This design comes from an exercise in tuning for small area, a short achievable clock period and few clock cycles on the open sky130 flow, not from production work.
The RTL was checked by simulation tests, not by an equivalence proof against the original design.
Power figures rest on the tool's default switching activity, not on a simulated workload.

## design/flow/run.sh

```bash
#!/bin/bash
# synth_recipe.tcl (not shown) runs the flow's synth.tcl, then flattens the netlist and writes it again
# the make line also repeats each setting of config.mk as NAME=value (left out here)
make -C /OpenROAD-flow-scripts/flow DESIGN_CONFIG=/design/flow/config.mk WORK_HOME=/design/flow/orfs CLKGATE_MAP_FILE= SYNTH_SCRIPT=/design/flow/synth_recipe.tcl finish
```

## design/flow/config.mk

```make
export PLATFORM = sky130hd
export DESIGN_NAME = ms_alu
export DESIGN_NICKNAME = ms_alu
export VERILOG_FILES = /design/flow/design.v
export SDC_FILE = /design/flow/constraint.sdc
export NUM_CORES = 8
export LEC_CHECK = 0
export CAP_MARGIN = 20
export CORE_MARGIN = 2
export CORE_UTILIZATION = 40
export PLACE_DENSITY = 0.6
export SLEW_MARGIN = 20
```

## design/flow/constraint.sdc

```tcl
create_clock -name core_clock -period 25.0 [get_ports {clk}]
set_input_delay 5.0000 -clock core_clock [delete_from_list [all_inputs] [get_ports {clk}]]
set_output_delay 5.0000 -clock core_clock [all_outputs]
set_load 0.01 [all_outputs]
```

## design/flow/design.v

```verilog
module ms_fround (
    input  wire               sign,
    input  wire signed [13:0] e,
    input  wire        [55:0] m,
    input  wire               sticky_in,
    output wire        [63:0] result
);
    wire signed [13:0] rsh_s = 14'sd1 - e;
    wire        [13:0] rsh   = (e > 14'sd0) ? 14'd0 : rsh_s;
    wire               big   = (rsh > 14'd57);
    wire        [5:0]  sh    = big ? 6'd0 : rsh[5:0];
    wire [55:0] m_sh      = big ? 56'd0 : (m >> sh);
    wire [55:0] lost_mask = big ? {56{1'b1}} : ~({56{1'b1}} << sh);
    wire        lost      = |(m & lost_mask);
    wire [10:0] e_field = (e > 14'sd0) ? e[10:0] : 11'd0;
    wire [51:0] frac    = m_sh[54:3];
    wire        lsb     = m_sh[3];
    wire        guard   = m_sh[2];
    wire        rest    = m_sh[1] | m_sh[0] | sticky_in | lost;
    wire        rnd_up  = guard & (rest | lsb);
    wire [62:0] mag     = {e_field, frac} + {62'd0, rnd_up};
    wire        ovf     = (e > 14'sd2046);
    assign result = ovf ? {sign, 11'h7FF, 52'd0} : {sign, mag};
endmodule
module ms_fadd (
    input  wire [63:0] a,
    input  wire [63:0] b,
    input  wire        sub,       
    output wire [63:0] result
);
    localparam [63:0] QNAN = 64'h7FF8_0000_0000_0000;
    wire        sa = a[63];
    wire        sb = b[63] ^ sub;
    wire [10:0] ea = a[62:52];
    wire [10:0] eb = b[62:52];
    wire [51:0] fa = a[51:0];
    wire [51:0] fb = b[51:0];
    wire a_nan = (ea == 11'h7FF) && (fa != 52'd0);
    wire b_nan = (eb == 11'h7FF) && (fb != 52'd0);
    wire a_inf = (ea == 11'h7FF) && (fa == 52'd0);
    wire b_inf = (eb == 11'h7FF) && (fb == 52'd0);
    wire [10:0] xa = (ea == 11'd0) ? 11'd1 : ea;
    wire [10:0] xb = (eb == 11'd0) ? 11'd1 : eb;
    wire [52:0] ma = {(ea != 11'd0), fa};
    wire [52:0] mb = {(eb != 11'd0), fb};
    wire        swap = {xb, mb} > {xa, ma};
    wire        sx   = swap ? sb : sa;
    wire        sy   = swap ? sa : sb;
    wire [10:0] ex   = swap ? xb : xa;
    wire [10:0] ey   = swap ? xa : xb;
    wire [52:0] mx   = swap ? mb : ma;
    wire [52:0] my   = swap ? ma : mb;
    wire [10:0] d     = ex - ey;
    wire        far   = (d > 11'd56);
    wire [5:0]  dsh   = far ? 6'd0 : d[5:0];
    wire [55:0] my_full = {my, 3'b000};
    wire [55:0] my_shr  = far ? 56'd0 : (my_full >> dsh);
    wire [55:0] lmask   = far ? {56{1'b1}} : ~({56{1'b1}} << dsh);
    wire        y_stk   = |(my_full & lmask);
    wire [55:0] my_al   = {my_shr[55:1], my_shr[0] | y_stk};
    wire [55:0] mx_al   = {mx, 3'b000};
    wire        eff_sub = sx ^ sy;
    wire [56:0] sum     = eff_sub ? ({1'b0, mx_al} - {1'b0, my_al})
                                  : ({1'b0, mx_al} + {1'b0, my_al});
    reg  [6:0] lz;
    integer i;
    always @* begin
        lz = 7'd56;
        for (i = 0; i < 56; i = i + 1)
            if (sum[i]) lz = 7'd55 - i[6:0];
    end
    wire [55:0] norm_l = sum[55:0] << lz;
    reg  signed [13:0] e_n;
    reg         [55:0] m_n;
    reg                stk_n;
    always @* begin
        if (sum[56]) begin
            m_n   = sum[56:1];
            stk_n = sum[0];
            e_n   = $signed({3'b000, ex}) + 14'sd1;
        end else begin
            m_n   = norm_l;
            stk_n = 1'b0;
            e_n   = $signed({3'b000, ex}) - $signed({7'd0, lz});
        end
    end
    wire [63:0] rounded;
    ms_fround u_round (
        .sign(sx), .e(e_n), .m(m_n), .sticky_in(stk_n), .result(rounded)
    );
    wire zero_res = (sum == 57'd0);
    assign result = (a_nan || b_nan || (a_inf && b_inf && (sa != sb))) ? QNAN :
                    a_inf    ? {sa, 11'h7FF, 52'd0} :
                    b_inf    ? {sb, 11'h7FF, 52'd0} :
                    zero_res ? {sa & sb, 63'd0} :
                    rounded;
endmodule
module ms_mul_seq (
    input  wire         clk,
    input  wire         rst,
    input  wire         start,
    input  wire [63:0]  a,
    input  wire [63:0]  b,
    output reg          done,
    output wire [127:0] prod
);
    reg [127:0] p;        
    reg [63:0]  mcand;
    reg [6:0]   cnt;
    reg         busy;
    wire [64:0] add = {1'b0, p[127:64]} + (p[0] ? {1'b0, mcand} : 65'd0);
    always @(posedge clk) begin
        if (rst) begin
            busy <= 1'b0;
            done <= 1'b0;
            cnt  <= 7'd0;
        end else begin
            done <= 1'b0;
            if (start) begin
                busy <= 1'b1;
                cnt  <= 7'd0;
            end else if (busy) begin
                cnt <= cnt + 7'd1;
                if (cnt == 7'd63) begin
                    busy <= 1'b0;
                    done <= 1'b1;
                end
            end
        end
    end
    always @(posedge clk) begin
        if (start) begin
            p     <= {64'd0, b};
            mcand <= a;
        end else if (busy) begin
            p <= {add, p[63:1]};
        end
    end
    assign prod = p;
endmodule
module ms_idiv_seq (
    input  wire        clk,
    input  wire        rst,
    input  wire        start,
    input  wire [63:0] dividend,
    input  wire [63:0] divisor,
    output reg         done,
    output wire [63:0] quo
);
    reg [63:0] rem;
    reg [63:0] q;         
    reg [63:0] dvs;
    reg [6:0]  cnt;
    reg        busy;
    wire [64:0] trial = {rem, q[63]};
    wire [65:0] diff  = {1'b0, trial} - {2'b00, dvs};
    wire        ge    = ~diff[65];
    always @(posedge clk) begin
        if (rst) begin
            busy <= 1'b0;
            done <= 1'b0;
            cnt  <= 7'd0;
        end else begin
            done <= 1'b0;
            if (start) begin
                busy <= 1'b1;
                cnt  <= 7'd0;
            end else if (busy) begin
                cnt <= cnt + 7'd1;
                if (cnt == 7'd63) begin
                    busy <= 1'b0;
                    done <= 1'b1;
                end
            end
        end
    end
    always @(posedge clk) begin
        if (start) begin
            rem <= 64'd0;
            q   <= dividend;
            dvs <= divisor;
        end else if (busy) begin
            rem <= ge ? diff[63:0] : trial[63:0];
            q   <= {q[62:0], ge};
        end
    end
    assign quo = q;
endmodule
module ms_fdiv_seq (
    input  wire        clk,
    input  wire        rst,
    input  wire        start,
    input  wire [52:0] x,
    input  wire [52:0] y,
    output reg         done,
    output wire [56:0] quo,
    output wire        sticky
);
    reg [53:0] rem;
    reg [56:0] q;
    reg [52:0] dvs;
    reg [5:0]  cnt;
    reg        busy;
    wire [54:0] diff = {1'b0, rem} - {2'b00, dvs};
    wire        ge   = ~diff[54];
    wire [53:0] nrem = ge ? diff[53:0] : rem;
    always @(posedge clk) begin
        if (rst) begin
            busy <= 1'b0;
            done <= 1'b0;
            cnt  <= 6'd0;
        end else begin
            done <= 1'b0;
            if (start) begin
                busy <= 1'b1;
                cnt  <= 6'd0;
            end else if (busy) begin
                cnt <= cnt + 6'd1;
                if (cnt == 6'd56) begin
                    busy <= 1'b0;
                    done <= 1'b1;
                end
            end
        end
    end
    always @(posedge clk) begin
        if (start) begin
            rem <= {1'b0, x};
            q   <= 57'd0;
            dvs <= y;
        end else if (busy) begin
            rem <= {nrem[52:0], 1'b0};
            q   <= {q[55:0], ge};
        end
    end
    assign quo    = q;
    assign sticky = (rem != 54'd0);
endmodule
module ms_alu (
    input  wire        clk,
    input  wire        rst,           
    input  wire        in_valid,
    output wire        in_ready,
    input  wire [7:0]  in_op,
    input  wire [63:0] in_a,
    input  wire [63:0] in_b,
    output reg         out_valid,
    output reg  [63:0] out_result,
    output reg  [3:0]  out_fault
);
    localparam [7:0] OP_ADD  = 8'h01, OP_SUB  = 8'h02, OP_MUL  = 8'h03, OP_DIV  = 8'h04;
    localparam [7:0] OP_ADDF = 8'h05, OP_SUBF = 8'h06, OP_MULF = 8'h07, OP_DIVF = 8'h08;
    localparam [7:0] OP_EQ   = 8'h1C, OP_NEQ  = 8'h1D, OP_LT   = 8'h1E, OP_GT   = 8'h1F;
    localparam [7:0] OP_GEQ  = 8'h20, OP_LEQ  = 8'h21;
    localparam [7:0] OP_EQF  = 8'h22, OP_NEQF = 8'h23, OP_LTF  = 8'h24, OP_GTF  = 8'h25;
    localparam [7:0] OP_GEQF = 8'h26, OP_LEQF = 8'h27;
    localparam [7:0] OP_AND  = 8'h28, OP_OR   = 8'h29, OP_NOT  = 8'h2A;
    localparam [3:0] F_NONE = 4'd0, F_BADOP = 4'd2, F_ARITH = 4'd5, F_NONBOOL = 4'd15;
    localparam [63:0] QNAN = 64'h7FF8_0000_0000_0000;
    localparam [2:0] S_IDLE = 3'd0, S_EXEC = 3'd1, S_MUL = 3'd2, S_IDIV = 3'd3, S_FDIV = 3'd4;
    reg [2:0]  state;
    reg [7:0]  op_q;
    reg [63:0] a_q, b_q;
    assign in_ready = (state == S_IDLE);
    wire        sa = a_q[63];
    wire        sb = b_q[63];
    wire [10:0] ea = a_q[62:52];
    wire [10:0] eb = b_q[62:52];
    wire [51:0] fa = a_q[51:0];
    wire [51:0] fb = b_q[51:0];
    wire a_nan  = (ea == 11'h7FF) && (fa != 52'd0);
    wire b_nan  = (eb == 11'h7FF) && (fb != 52'd0);
    wire a_inf  = (ea == 11'h7FF) && (fa == 52'd0);
    wire b_inf  = (eb == 11'h7FF) && (fb == 52'd0);
    wire a_zero = (a_q[62:0] == 63'd0);
    wire b_zero = (b_q[62:0] == 63'd0);
    wire [52:0] ma = {(ea != 11'd0), fa};
    wire [52:0] mb = {(eb != 11'd0), fb};
    wire [10:0] xa = (ea == 11'd0) ? 11'd1 : ea;
    wire [10:0] xb = (eb == 11'd0) ? 11'd1 : eb;
    wire [63:0] add_res = a_q + b_q;
    wire [63:0] sub_res = a_q - b_q;
    wire i_eq = (a_q == b_q);
    wire i_lt = ($signed(a_q) < $signed(b_q));
    wire i_gt = ($signed(a_q) > $signed(b_q));
    wire unord  = a_nan | b_nan;
    wire both_z = a_zero & b_zero;
    wire f_eq   = !unord && ((a_q == b_q) || both_z);
    reg  f_lt_raw;
    always @* begin
        if (sa != sb)
            f_lt_raw = sa;                        
        else if (!sa)
            f_lt_raw = (a_q[62:0] < b_q[62:0]);
        else
            f_lt_raw = (a_q[62:0] > b_q[62:0]);
    end
    wire f_lt = !unord && !both_z && f_lt_raw;
    wire f_gt = !unord && !f_eq && !f_lt;
    wire a_bool = (a_q[63:1] == 63'd0);
    wire b_bool = (b_q[63:1] == 63'd0);
    wire [63:0] fadd_res;
    ms_fadd u_fadd (.a(a_q), .b(b_q), .sub(op_q == OP_SUBF), .result(fadd_res));
    reg [63:0] simple_res;
    reg [3:0]  simple_fault;
    always @* begin
        simple_res   = 64'd0;
        simple_fault = F_NONE;
        case (op_q)
            OP_ADD:  simple_res = add_res;
            OP_SUB:  simple_res = sub_res;
            OP_ADDF,
            OP_SUBF: simple_res = fadd_res;
            OP_EQ:   simple_res = {63'd0, i_eq};
            OP_NEQ:  simple_res = {63'd0, !i_eq};
            OP_LT:   simple_res = {63'd0, i_lt};
            OP_GT:   simple_res = {63'd0, i_gt};
            OP_GEQ:  simple_res = {63'd0, !i_lt};
            OP_LEQ:  simple_res = {63'd0, !i_gt};
            OP_EQF:  simple_res = {63'd0, f_eq};
            OP_NEQF: simple_res = {63'd0, !f_eq};
            OP_LTF:  simple_res = {63'd0, f_lt};
            OP_GTF:  simple_res = {63'd0, f_gt};
            OP_GEQF: simple_res = {63'd0, f_gt | f_eq};
            OP_LEQF: simple_res = {63'd0, f_lt | f_eq};
            OP_AND: begin
                if (a_bool && b_bool) simple_res = {63'd0, a_q[0] & b_q[0]};
                else                  simple_fault = F_NONBOOL;
            end
            OP_OR: begin
                if (a_bool && b_bool) simple_res = {63'd0, a_q[0] | b_q[0]};
                else                  simple_fault = F_NONBOOL;
            end
            OP_NOT: begin
                if (a_bool) simple_res = {63'd0, !a_q[0]};
                else        simple_fault = F_NONBOOL;
            end
            default: simple_fault = F_BADOP;
        endcase
    end
    wire is_mul  = (op_q == OP_MUL) || (op_q == OP_MULF);
    wire is_idiv = (op_q == OP_DIV);
    wire is_fdiv = (op_q == OP_DIVF);
    wire         mul_start = (state == S_EXEC) && is_mul;
    wire         mul_done;
    wire [127:0] mul_prod;
    wire [63:0]  mul_a = (op_q == OP_MULF) ? {11'd0, ma} : a_q;
    wire [63:0]  mul_b = (op_q == OP_MULF) ? {11'd0, mb} : b_q;
    ms_mul_seq u_mul (
        .clk(clk), .rst(rst), .start(mul_start), .a(mul_a), .b(mul_b),
        .done(mul_done), .prod(mul_prod)
    );
    reg [6:0] mlz;
    integer i;
    always @* begin
        mlz = 7'd106;
        for (i = 0; i < 106; i = i + 1)
            if (mul_prod[i]) mlz = 7'd105 - i[6:0];
    end
    wire [105:0]       mprod_n = mul_prod[105:0] << mlz;
    wire signed [13:0] mul_e   = $signed({3'b000, xa}) + $signed({3'b000, xb})
                               - 14'sd1022 - $signed({7'd0, mlz});
    wire [63:0] fmul_rounded;
    ms_fround u_round_mul (
        .sign(sa ^ sb), .e(mul_e), .m(mprod_n[105:50]), .sticky_in(|mprod_n[49:0]),
        .result(fmul_rounded)
    );
    wire [63:0] fmul_res = (a_nan || b_nan || (a_inf && b_zero) || (b_inf && a_zero)) ? QNAN :
                           (a_inf || b_inf)   ? {sa ^ sb, 11'h7FF, 52'd0} :
                           (a_zero || b_zero) ? {sa ^ sb, 63'd0} :
                           fmul_rounded;
    wire        idiv_start = (state == S_EXEC) && is_idiv;
    wire        idiv_done;
    wire [63:0] idiv_quo;
    wire [63:0] abs_a = sa ? (64'd0 - a_q) : a_q;
    wire [63:0] abs_b = sb ? (64'd0 - b_q) : b_q;
    ms_idiv_seq u_idiv (
        .clk(clk), .rst(rst), .start(idiv_start), .dividend(abs_a), .divisor(abs_b),
        .done(idiv_done), .quo(idiv_quo)
    );
    wire        idiv_trap = (b_q == 64'd0) ||
                            ((a_q == 64'h8000_0000_0000_0000) && (b_q == 64'hFFFF_FFFF_FFFF_FFFF));
    wire [63:0] idiv_res  = (sa ^ sb) ? (64'd0 - idiv_quo) : idiv_quo;
    reg [5:0] lza, lzb;
    integer j;
    always @* begin
        lza = 6'd53;
        lzb = 6'd53;
        for (j = 0; j < 53; j = j + 1) begin
            if (ma[j]) lza = 6'd52 - j[5:0];
            if (mb[j]) lzb = 6'd52 - j[5:0];
        end
    end
    wire [52:0] ma_n = ma << lza;
    wire [52:0] mb_n = mb << lzb;
    wire        fdiv_start = (state == S_EXEC) && is_fdiv;
    wire        fdiv_done;
    wire [56:0] fdiv_q;
    wire        fdiv_stk;
    ms_fdiv_seq u_fdiv (
        .clk(clk), .rst(rst), .start(fdiv_start), .x(ma_n), .y(mb_n),
        .done(fdiv_done), .quo(fdiv_q), .sticky(fdiv_stk)
    );
    wire signed [13:0] div_e0 = $signed({3'b000, xa}) - $signed({8'd0, lza})
                              - $signed({3'b000, xb}) + $signed({8'd0, lzb}) + 14'sd1023;
    wire signed [13:0] div_e  = fdiv_q[56] ? div_e0 : (div_e0 - 14'sd1);
    wire [55:0]        div_m  = fdiv_q[56] ? fdiv_q[56:1] : fdiv_q[55:0];
    wire               div_s  = fdiv_stk | (fdiv_q[56] & fdiv_q[0]);
    wire [63:0] fdiv_rounded;
    ms_fround u_round_div (
        .sign(sa ^ sb), .e(div_e), .m(div_m), .sticky_in(div_s), .result(fdiv_rounded)
    );
    wire [63:0] fdiv_res = (a_nan || b_nan || (a_zero && b_zero) || (a_inf && b_inf)) ? QNAN :
                           (a_inf || b_zero)  ? {sa ^ sb, 11'h7FF, 52'd0} :
                           (a_zero || b_inf)  ? {sa ^ sb, 63'd0} :
                           fdiv_rounded;
    always @(posedge clk) begin
        if (rst) begin
            state     <= S_IDLE;
            out_valid <= 1'b0;
        end else begin
            out_valid <= 1'b0;
            case (state)
                S_IDLE: begin
                    if (in_valid) state <= S_EXEC;
                end
                S_EXEC: begin
                    if (is_mul)       state <= S_MUL;
                    else if (is_idiv) state <= S_IDIV;
                    else if (is_fdiv) state <= S_FDIV;
                    else begin
                        out_valid <= 1'b1;
                        state     <= S_IDLE;
                    end
                end
                S_MUL:  if (mul_done)  begin out_valid <= 1'b1; state <= S_IDLE; end
                S_IDIV: if (idiv_done) begin out_valid <= 1'b1; state <= S_IDLE; end
                S_FDIV: if (fdiv_done) begin out_valid <= 1'b1; state <= S_IDLE; end
                default: state <= S_IDLE;
            endcase
        end
    end
    always @(posedge clk) begin
        if (state == S_IDLE && in_valid) begin
            op_q <= in_op;
            a_q  <= in_a;
            b_q  <= in_b;
        end
    end
    always @(posedge clk) begin
        case (state)
            S_EXEC: if (!is_mul && !is_idiv && !is_fdiv) begin
                out_result <= simple_res;
                out_fault  <= simple_fault;
            end
            S_MUL: if (mul_done) begin
                out_result <= (op_q == OP_MULF) ? fmul_res : mul_prod[63:0];
                out_fault  <= F_NONE;
            end
            S_IDIV: if (idiv_done) begin
                out_result <= idiv_trap ? 64'd0 : idiv_res;
                out_fault  <= idiv_trap ? F_ARITH : F_NONE;
            end
            S_FDIV: if (fdiv_done) begin
                out_result <= fdiv_res;
                out_fault  <= F_NONE;
            end
            default: ;
        endcase
    end
endmodule
```

==> notes.md <==
==> worst reg2reg max path, delay by kind of cell (launching register included) <==
kind | cells | cell delay [ns]
XOR/XNOR | 1 | 0.55
flip-flops | 1 | 0.55
buffers and inverters | 8 | 1.79
AO/OA/AOI/OAI | 39 | 9.51
AND/OR/NAND/NOR | 26 | 6.44
multiplexers | 5 | 1.49
adder cells (fa/ha/maj) | 7 | 2.79
==> stage by stage <==
step           hold WS [ns]  cell area, µm²   util  worst slack (ns)  power, µW
2_1_floorplan         0.438          109000      -              4.94       5420
3_3_place_gp          0.469          117000  0.433              2.61       8400
3_5_place_dp          0.465          117000  0.433              2.44       8320
4_1_cts               0.474          121000  0.446              2.24       9890
5_1_grt               0.502          121000  0.446          -0.00660      10500
6_report              0.472          121000  0.446              1.56      10300
==> worst max-delay path by stage <==
stage                     slack [ns]                       end  depth (start not counted)               from
final                           1.56  out_result[58]$_DFFE_PP_                         86  a_q[55]$_DFFE_PP_
after global placement          2.61  out_result[58]$_DFFE_PP_                         88  a_q[55]$_DFFE_PP_
after detailed placement        2.44  out_result[62]$_DFFE_PP_                         91  b_q[56]$_DFFE_PP_
after CTS                       2.24  out_result[60]$_DFFE_PP_                         92  b_q[56]$_DFFE_PP_
after global routing          -0.007  out_result[60]$_DFFE_PP_                         93  b_q[56]$_DFFE_PP_
after floorplan                 4.94  out_result[54]$_DFFE_PP_                         96  a_q[52]$_DFFE_PP_
==> final cells by class <==
| cell class | instances | area [µm²] | area share |
|---|---|---|---|
| Antenna cell | 63 | 158 | 0.00130 |
| Clock buffer | 131 | 2860 | 0.0236 |
| Clock inverter | 55 | 512 | 0.00423 |
| Inverter | 747 | 2820 | 0.0233 |
| Multi-Input combinational cell | 12700 | 80900 | 0.669 |
| Sequential cell | 781 | 21300 | 0.176 |
| Tap cell | 3570 | 4470 | 0.0370 |
| Timing Repair Buffer | 959 | 7840 | 0.0648 |
==> Yosys cell counts, types with 76 or more instances <==
master,instances
a211oi_1,235
a21boi_0,90
a21o_1,155
a21oi_1,1380
a221oi_1,82
a22oi_1,168
a31oi_1,184
and2_1,211
and3_1,120
buf_1,126
clkbuf_1,791
dfxtp_1,216
edfxtp_1,565
ha_1,556
inv_1,713
mux2i_1,676
nand2_1,1511
nand2b_1,132
nand3_1,620
nand4_1,147
nor2_1,1687
nor2b_1,93
nor3_1,484
nor4_1,160
o211ai_1,369
o21ai_0,1059
o21bai_1,76
o221ai_1,150
o22ai_1,245
o31ai_1,138
or3_1,136
xnor2_1,434
xor2_1,165
==> repair_timing <==
item,in CTS,in global routing
endpoints found under the setup margin,0,1
endpoints found under the hold margin,0,0
gates resized for setup,0,2
==> registers in the layout, summed over array words and instances, names as in the netlist, 3 cells and up <==
name / flops
out_fault: 3
u_idiv.q: 64
u_fdiv.cnt: 6
op_q: 8
u_fdiv.rem: 54
a_q: 64
u_mul.mcand: 64
b_q: 64
out_result: 64
u_idiv.dvs: 64
u_idiv.rem: 64
u_fdiv.dvs: 53
u_idiv.cnt: 7
u_fdiv.q: 57
state: 3
u_mul.cnt: 7
u_mul.p: 128
==> layer usage <==
layer / global-route usage / wire (µm) / vias up
met1: 0.612 / 266000 / 63800
met2: 0.665 / 273000 / 11000
met5: 0.00641 / 553 / -
met4: 0.354 / 63200 / 43
li1: - / - / 57100
met3: 0.159 / 94200 / 2528
==> power breakdown <==
part | switching, µW | total (µW) | internal [µW]
Sequential | 95.9 | 1560 | 1460
Clock | 670 | 1550 | 880
Combinational | 5100 | 7240 | 2130
Total | 5870 | 10300 | 4470
==> kinds of logic (layout without fill, tap and decap cells) <==
family / Yosys count / in the layout / synth area share
AOI/OAI and AO/OA: 5192 / 5192 / 0.312
xor gates and xnor gates: 604 / 604 / 0.0492
adders and majority gates: 577 / 577 / 0.0670
buffers and inverters: 1798 / 1892 / 0.0658
DFF: 781 / 781 / 0.196
muxes: 753 / 753 / 0.0712
other: 1 / 64 / 0.0000345
and+or+nand+nor: 5587 / 5587 / 0.240
==> summary.txt <==
Outcome
  – Outcome: complete, no violations

Critical path
  – WP buf/inv: 8
  – Crit-path slowest cell: ha_1
  – Arr. time, crit path: 23.97 ns
  – CP Class: reg -> reg
  – Worst reg2reg path endpoint: out_result[58]$_DFFE_PP_
  – Delay-heaviest family, CP: compound AO/OA/AOI/OAI gates
  – CP required: 25.52 ns
  – R2R cell count: 86
  – Worst Setup End Kind: flip-flop
  – Critical Path Most Common Cell: a21oi_1
  – Max incr delay on CP: 0.76 ns
  – CP startpoint kind: flip-flop
  – Critical register-to-register path startpoint: a_q[55]$_DFFE_PP_
  – CP Max Fanout: 37
  – R2R setup slack: 1.56 ns

Synthesis
  – Synthesized Nets: 16000
  – YS warnings: 5
  – Cells after synthesis: 15300
  – Synth cell types: 148
  – Post-synthesis sequential area ratio: 0.196
  – Post-Syn Area: 109000 µm²
  – Synth Flop Type: edfxtp_1
  – Async SR Flop Fraction: 0
  – Top cell type's share of synthesized area: 0.156
  – Synth area leaders: edfxtp_1 16%, ha_1 6.4%, a21oi_1 6.3%
  – Syn avg cell area: 7.11 µm²
  – Yosys reg bits: 781
  – Yosys top cell by area: edfxtp_1
  – EDFF count, synth: 565

STA
  – Rel. slew slack: 0.0444
  – Worst Skew: 0.0919 ns
  – Slew Limit Fails: 0
  – Final Hold Viols: 0
  – Final setup TNS: 0 ns
  – Period utilisation layout: 0.938
  – Final Critical Period: 23.44 ns
  – Least-Margin Pin Slew: 1.43 ns
  – Setup-failing EPs final: 0
  – Fmax: 42.7 MHz

Global routing
  – Vias in the first global route: 119000
  – Initial antenna violation count: 90
  – Largest net degree at the start of global routing: 102
  – GRT Overall Usage: 0.479
  – Overflow after GRT: 0
  – Global-route wire length before repair: 955 mm

Placed design
  – Post-DP HPWL: 546 mm
  – Port bufs: 208
  – Cell total after placement: 18800
  – GPL Wtd Cong: 1.10

Die
  – Die width: 526 µm
  – Die height: 526 µm
  – # rows: 191
  – CORE AREA: 271000 µm²
  – Starting Density: 0.402
  – IO Pins: 209
  – Die area: 276000 µm²

Drt
  – First-pass iteration count of the detailed router: 11
  – Starting DRT DRC Count: 23400
  – Total Wirelength: 697 mm
  – Routed Antenna Nets: 0
  – Vias per inst: 7.06
  – DR WL/cell: 36.7 µm
  – DRC viols: 0
  – DR vias: 134000

Finish
  – Fin nets: 16000
  – Most frequent cells in the layout: 1669 x nor2_1, 1500 x nand2_1, 1364 x a21oi_1
  – Area grow syn2layout: 11.1%
  – Ratio of cells with drive above 1 in the final layout: 0.0839
  – Most frequent standard cell in the layout excluding fill and tap cells: nor2_1
  – Fill cells: 28200
  – Cell Count, Final, Fillers Out: 19000

Pwr
  – IR drop worst, VDD: 0.0000555 V
  – PD cells: 85.6 nW/µm²
  – Leakage: 0.0478 µW

Clock tree
  – CTS clk-pin slew, worst paths: 0.08 ns
  – Hold Buf Count CTS: 0
  – CTS tree: yes
  – Clock root buffer master: clkbuf_16
  – Worst skew pair latency: 0.88 ns
  – CTS Buffer Depth: 4
  – CTS H-Tree Depth: 3
  – Post-CTS setup buffer count: 0
  – Num CTS Buffers: 103
  – Clk sinks: 781

Job
  – Max-cap check violation count: 0

Hold path
  – Worst hold path type: reg -> reg
  – HP Start: u_mul.p[118]$_SDFFE_PP0P_
  – Hold Path End: u_mul.p[118]$_SDFFE_PP0P_
  – WHS Path Cells: 2
Testbench counts, summed over its fixed seeds: cycles 65,758.

[re-timing with driven ports]
How much do the figures lean on ideal ports? The routed layout below was timed once more, with nothing changed but the port constraints.
Step 1 assumes that a clkbuf_16 drives the clock port and a buf_2 every other input.
Step 2, shift: input delay + t, output delay - t, t = (earliest + latest rising clock arrival at the registers) / 2. This alone moves slack from input paths to output paths.
Three values: ideal, step 1, step 2; two values: the first two.
t (ns): 0.922
setup slack, ns: 1.557 / 1.557 / 1.557
cell pins on the clock port's net: 1
After both steps setup and hold are still met in this run. For this run, drivers alone change the setup slack by 0.000 ns; drivers and shift together by 0.000 ns.
